From an optimization exercise on the open Yosys and OpenROAD flow, aimed at small area, a short achievable clock period and few clock cycles; shortcuts taken in it are not production practice.
At most, simulation tests tie the RTL to the original design; equivalence was not proved.
Power figures rest on the tool's default switching activity, not on a simulated workload.

// cpu4
module cpu4 (
    input  wire       clk,
    input  wire       rst,         
    output wire [7:0] rom_addr,
    input  wire [7:0] rom_data,
    input  wire       img_we,
    input  wire [3:0] img_addr,
    input  wire [3:0] img_data,
    input  wire       in_valid,
    input  wire [3:0] in_data,
    input  wire [3:0] sw_toggle,
    output wire       out_valid,
    output wire [3:0] out_data,
    output wire [3:0] led,
    output wire [3:0] sw,
    output wire       waiting,
    output wire       halted
);
clock: 5.0 ns
lec_check: 0
abc_clock_period_in_ps: 2500
cap_margin: 20
core_margin: 2
core_utilization: 40
setup_slack_margin: 2.2
slew_margin: 20
standard.sh (not shown) runs the stock make flow with config.mk's settings and CLKGATE_MAP_FILE= SYNTH_SCRIPT=/design/flow/synth_recipe.tcl, a recipe that flattens the netlist after the stock synthesis.
==> flow/flow/run.sh <==
#!/bin/bash
# The standard layout (standard.sh: the standard flow's synthesis and ORFS flow, unchanged),
# with the ports buffered by sky130_fd_sc_hd__buf_2 instead of the cell
# buffer_ports picks by default. Every port still gets its own buffer.
set -euo pipefail
export BUFFER_PORTS_ARGS="-buffer_cell sky130_fd_sc_hd__buf_2"
bash standard.sh finish > standard.log 2>&1
The starting point passed the timing, DRC and antenna checks.
Rerun with:
==> flow/run.sh (new file) <==
#!/bin/bash
# synth_recipe.tcl (not shown) runs the flow's synth.tcl, then flattens the netlist and writes it again
# the make line also repeats each setting of config.mk as NAME=value (left out here)
make -C /OpenROAD-flow-scripts/flow DESIGN_CONFIG=/design/flow/config.mk WORK_HOME=/design/flow/orfs CLKGATE_MAP_FILE= SYNTH_SCRIPT=/design/flow/synth_recipe.tcl finish
--- a/flow/config.mk
+++ b/flow/config.mk
@@ -10,4 +10,6 @@
 export CORE_MARGIN = 2
 export CORE_UTILIZATION = 40
+export CTS_BUF_LIST = sky130_fd_sc_hd__clkbuf_4
+export CTS_CLUSTER_SIZE = 16
 export SETUP_SLACK_MARGIN = 2.2
 export SLEW_MARGIN = 20
removed: flow/flow/run.sh
removed: flow/standard.sh
Fmax is higher by 4.6%.
Worst setup slack is better by 130 ps.
Synthesized cell count is unchanged.
Power shrinks by 7.0%.
Die area stays the same.
Sequential power hardly moves.
Wire length decreases by 2.9%.
Design area climbs by 2.4%.
Final cell count climbs by 4.5%.
Sequential share of layout area drops by 0.96 points.
Rerun with:
--- a/flow/config.mk
+++ b/flow/config.mk
@@ -10,6 +10,4 @@
 export CORE_MARGIN = 2
 export CORE_UTILIZATION = 40
-export CTS_BUF_LIST = sky130_fd_sc_hd__clkbuf_4
-export CTS_CLUSTER_SIZE = 16
 export SETUP_SLACK_MARGIN = 2.2
 export SLEW_MARGIN = 20
After rerunning: The changed run passed the timing, DRC and antenna checks. Non-clock buffer count falls by 2. Register-to-register slack barely changes. Power came out higher by 4.6%. Worst hold slack gets worse by 6.8 ps. Critical path depth stays the same. Utilization stays flat.
No run of this note included a check of the RTL's function; only the layout flow was run.

* * *

The RTL this note starts from:
==> flow/design.v <==
module cpu4 (
    input  wire       clk,
    input  wire       rst,         
    output wire [7:0] rom_addr,
    input  wire [7:0] rom_data,
    input  wire       img_we,
    input  wire [3:0] img_addr,
    input  wire [3:0] img_data,
    input  wire       in_valid,
    input  wire [3:0] in_data,
    input  wire [3:0] sw_toggle,
    output wire       out_valid,
    output wire [3:0] out_data,
    output wire [3:0] led,
    output wire [3:0] sw,
    output wire       waiting,
    output wire       halted
);
    reg  [7:0] pc;
    reg  [7:0] ir;            
    reg        iv;            
    reg  [3:0] opv;           
    reg        c_sta;         
    reg        c_stai;        
    reg        c_push;        
    reg        c_zmod;        
    reg        c_cmod;        
    reg        c_kill;        
    reg        c_stk;         
    reg        clr_p;         
    reg        jp;            
    reg  [3:0] acc;
    reg        zf, cf;
    reg  [3:0] spm;           
    reg        s_empty;       
    reg        s_full;        
    reg  [3:0] ram   [0:15];
    reg  [7:0] stack [0:15];  
    reg  [3:0] led_r;
    reg  [3:0] sw_r;
    reg        wt;            
    reg        ht;            
    reg        ov;            
    wire [3:0] op = ir[7:4];
    wire [3:0] n  = ir[3:0];
    wire       e_ext  = (op == 4'hF);
    wire       e_rst  = iv & e_ext & (n == 4'h1);
    wire       e_pop  = iv & e_ext & (n == 4'h5) & ~s_empty;
    wire       e_ret  = iv & e_ext & (n == 4'h6) & ~s_empty;    
    wire       e_push = iv & c_push & ~s_full;
    wire       kill   = iv & c_kill;
    wire [7:0] stk_top = stack[spm];
    wire [3:0] ram_ind = ram[opv];
    wire [4:0] sum     = {1'b0, acc} + {1'b0, opv};
    wire [4:0] diff    = {1'b0, acc} - {1'b0, opv};
    wire [3:0] negacc  = 4'd0 - acc;
    wire [7:0] pc_inc  = pc + 8'd1;
    wire [7:0] pc_inc2 = pc + 8'd2;
    wire       opv_z   = (opv == 4'd0);
    wire       acc_z   = (acc == 4'd0);
    wire       eq      = (opv == acc);
    reg  [3:0] acc_e;
    reg        zf_e, cf_e;
    always @(*) begin
        acc_e = acc;
        zf_e  = zf;
        cf_e  = cf;
        case (op)
        4'h1: begin acc_e = opv; zf_e = opv_z; end
        4'h2: begin acc_e = n; zf_e = (n == 4'd0); end
        4'h4: begin acc_e = sum[3:0]; cf_e = sum[4]; zf_e = (opv == negacc); end
        4'h5: begin acc_e = diff[3:0]; cf_e = diff[4]; zf_e = eq; end
        4'h6: begin acc_e = acc & opv; zf_e = ((acc & opv) == 4'd0); end
        4'h7: begin acc_e = acc | opv; zf_e = acc_z & opv_z; end
        4'h8: begin acc_e = acc ^ opv; zf_e = eq; end
        4'h9: begin acc_e = ram_ind; zf_e = (ram_ind == 4'd0); end
        4'hF: begin
            case (n)
            4'h1: begin acc_e = 4'd0; zf_e = 1'b0; cf_e = 1'b0; end
            4'h3: begin acc_e = ~acc; zf_e = (acc == 4'hF); end
            4'h5: if (!s_empty) acc_e = stk_top[3:0];
            default: ;
            endcase
        end
        default: ;
        endcase
    end
    wire       ram_clr = rst | clr_p;
    wire [3:0] ram_wd  = ram_clr ? 4'd0 : img_we ? img_data : wt ? in_data : acc;
    integer i;
    always @(posedge clk) begin
        for (i = 0; i < 16; i = i + 1)
            if (ram_clr || (img_we && img_addr == i) || (wt && in_valid && i == 14) ||
                (iv && c_sta && n == i) || (iv && c_stai && opv == i))
                ram[i] <= ram_wd;
    end
    wire [7:0] stk_wd = (op == 4'hE) ? pc_inc : {4'd0, acc};
    always @(posedge clk) begin
        for (i = 0; i < 16; i = i + 1)
            if (e_push && spm == ((i + 15) % 16))
                stack[i] <= stk_wd;
    end
    wire [3:0] f_op  = rom_data[7:4];
    wire [3:0] f_n   = rom_data[3:0];
    wire       f_ret = (rom_data == 8'hF6);
    wire       f_br  = ~jp & iv & (((f_op == 4'hC) & c_zmod) | ((f_op == 4'hD) & c_cmod) |
                                   (f_ret & c_stk));
    wire       f_go  = ~kill & ~ht & ~wt & ~img_we & ~clr_p & ~f_br;
    wire       f_fwd = iv & ((c_sta & (n == f_n)) | (c_stai & (opv == f_n)));
    wire [3:0] f_opv = f_fwd ? acc : ram[f_n];
    wire       d_zmod = (f_op == 4'h1) | (f_op == 4'h2) | (f_op == 4'h4) | (f_op == 4'h5) |
                        (f_op == 4'h6) | (f_op == 4'h7) | (f_op == 4'h8) | (f_op == 4'h9) |
                        (rom_data == 8'hF3);
    wire       d_cmod = (f_op == 4'h4) | (f_op == 4'h5);
    wire       d_kill = (rom_data == 8'h1E) | (rom_data == 8'hF0) | (rom_data == 8'hF1);
    wire       d_stk  = (f_op == 4'hE) | (rom_data == 8'hF4) | (rom_data == 8'hF5) | f_ret;
    always @(posedge clk) begin
        ir     <= rom_data;
        opv    <= f_opv;
        c_sta  <= (f_op == 4'h3);
        c_stai <= (f_op == 4'hA);
        c_push <= (f_op == 4'hE) | (rom_data == 8'hF4);
        c_zmod <= d_zmod;
        c_cmod <= d_cmod;
        c_kill <= d_kill;
        c_stk  <= d_stk;
    end
    always @(posedge clk) begin
        if (rst) begin
            pc      <= 8'd0;
            iv      <= 1'b0;
            jp      <= 1'b0;
            acc     <= 4'd0;
            zf      <= 1'b0;
            cf      <= 1'b0;
            spm     <= 4'd15;
            s_empty <= 1'b1;
            s_full  <= 1'b0;
            led_r   <= 4'd0;
            wt      <= 1'b0;
            ht      <= 1'b0;
            ov      <= 1'b0;
            clr_p   <= 1'b0;
        end else begin
            clr_p <= e_rst;
            ov <= iv & (ir == 8'hF2);
            if (iv) begin
                acc <= acc_e;
                zf  <= zf_e;
                cf  <= cf_e;
            end else if (wt && in_valid) begin
                acc <= in_data;
                zf  <= (in_data == 4'd0);
                wt  <= 1'b0;
            end
            if (iv && ir == 8'h1E) wt <= 1'b1;
            if (iv && ir == 8'hF0) ht <= 1'b1;
            if (iv && c_sta && n == 4'd15) led_r <= acc;
            if (e_push) begin
                spm     <= spm + 4'd1;
                s_empty <= 1'b0;
                s_full  <= (spm == 4'd14);
            end
            if (e_pop || e_ret) begin
                spm     <= spm - 4'd1;
                s_full  <= 1'b0;
                s_empty <= (spm == 4'd0);
            end
            if (e_rst) begin
                spm     <= 4'd15;
                s_empty <= 1'b1;
                s_full  <= 1'b0;
                led_r   <= 4'd0;
            end
            if (e_rst) pc <= 8'd0;
            iv <= 1'b0;
            if (f_go) begin
                if (jp) begin
                    pc <= rom_data;
                    jp <= 1'b0;
                end else begin
                    case (f_op)
                    4'hB: begin
                        pc <= pc_inc;
                        jp <= 1'b1;
                    end
                    4'hC: begin
                        if (zf) begin pc <= pc_inc; jp <= 1'b1; end
                        else pc <= pc_inc2;
                    end
                    4'hD: begin
                        if (cf) begin pc <= pc_inc; jp <= 1'b1; end
                        else pc <= pc_inc2;
                    end
                    default: begin
                        pc     <= (f_ret && !s_empty) ? stk_top : pc_inc;
                        jp     <= (f_op == 4'hE);
                        iv     <= 1'b1;
                    end
                    endcase
                end
            end
        end
    end
    always @(posedge clk) begin
        if (rst)
            sw_r <= 4'd0;
        else
            sw_r <= sw_r ^ sw_toggle;
    end
    assign rom_addr  = pc;
    assign out_valid = ov;
    assign out_data  = acc;
    assign led       = led_r;
    assign sw        = sw_r;
    assign waiting   = wt;
    assign halted    = ht;
endmodule
export LEC_CHECK = 0
export ABC_AREA = 1
export CAP_MARGIN = 20
export CORE_MARGIN = 2
export CORE_UTILIZATION = 40
export CTS_BUF_LIST = sky130_fd_sc_hd__clkbuf_16
export CTS_CLUSTER_DIAMETER = 80
export CTS_CLUSTER_SIZE = 22
export SETUP_SLACK_MARGIN = 2.6
export SLEW_MARGIN = 20
create_clock -name core_clock -period 5.0 [get_ports {clk}]
==> flow/flow/run.sh <==
#!/bin/bash
# The standard layout (standard.sh: the standard flow's synthesis and ORFS flow, unchanged),
# with the ports buffered by sky130_fd_sc_hd__buf_2 instead of the cell
# buffer_ports picks by default. Every port still gets its own buffer.
set -euo pipefail
export BUFFER_PORTS_ARGS="-buffer_cell sky130_fd_sc_hd__buf_2"
bash standard.sh finish > standard.log 2>&1
The starting point finished with timing, DRC and antenna clean.
Testbench counts at the start, summed over its fixed seeds: cycles 119,591.
Next try:
Settings changed: ABC_AREA 1 to not set, ABC_CLOCK_PERIOD_IN_PS set to 2200, CAP_MARGIN 20 to 10, SLEW_MARGIN 20 to 10.
=> Power went down slightly; via count went down slightly; first-iteration DRC count went down by roughly a tenth; worst setup slack is better by 0.0060 ns.
Next try:
==> flow/flow/run.sh (replaced) <==
#!/bin/bash
set -euo pipefail
export BUFFER_PORTS_ARGS="-buffer_cell sky130_fd_sc_hd__buf_2"
export RECOVER_POWER=100
bash standard.sh finish > standard.log 2>&1
Settings changed: CAP_MARGIN 10 to 20, SLEW_MARGIN 10 to 20.
=> Now the flow produced a layout that fails on capacitance limit, slew limit; via count is lower slightly; register-to-register slack gets worse by 1.1 ns; first-iteration DRC count is lower by roughly a tenth; setup slack gets worse by 1.1 ns.

separate check: timing with driven ports:
No port has a modelled driver above. Below, the same layouts with a new extraction and two added sets of constraints. Step 1, drivers: a clkbuf_16 drives clk and a buf_2 each remaining input, both assumed. Step 2 also shifts input and output timing later by t, the mid clock arrival at the registers, as if the neighbouring blocks saw the same clock. Slacks: no drivers / after step 1 / after step 2; pairs: no drivers / after step 1.
run | t, ns | slack for setup (ns) | worst setup path after step 2 | worst register clock-pin slew, ns | pins driven straight from the clock port
the first run of note 1 | 0.581 | 2.135 / 2.135 / 1.742 | input to register | 0.07 / 0.07 | 1
the second run of note 1 | 0.743 | 2.262 / 2.223 / 1.623 | input to register | 0.07 / 0.07 | 1
the third run of note 1 | 0.577 | 2.247 / 2.203 / 1.709 | input to register | 0.06 / 0.06 | 1
the first run of note 2 | 0.567 | 2.618 / 2.618 / 2.152 | input to register | 0.09 / 0.09 | 1
the second run of note 2 | 0.570 | 2.624 / 2.571 / 2.131 | input to register | 0.09 / 0.09 | 1
the third run of note 2 | 0.572 | 1.494 / 1.507 / 0.935 | input to register | 0.09 / 0.09 | 1
For the second run of note 1, which loses most, drivers alone change the setup slack by -0.039 ns; drivers and shift together by -0.639 ns.
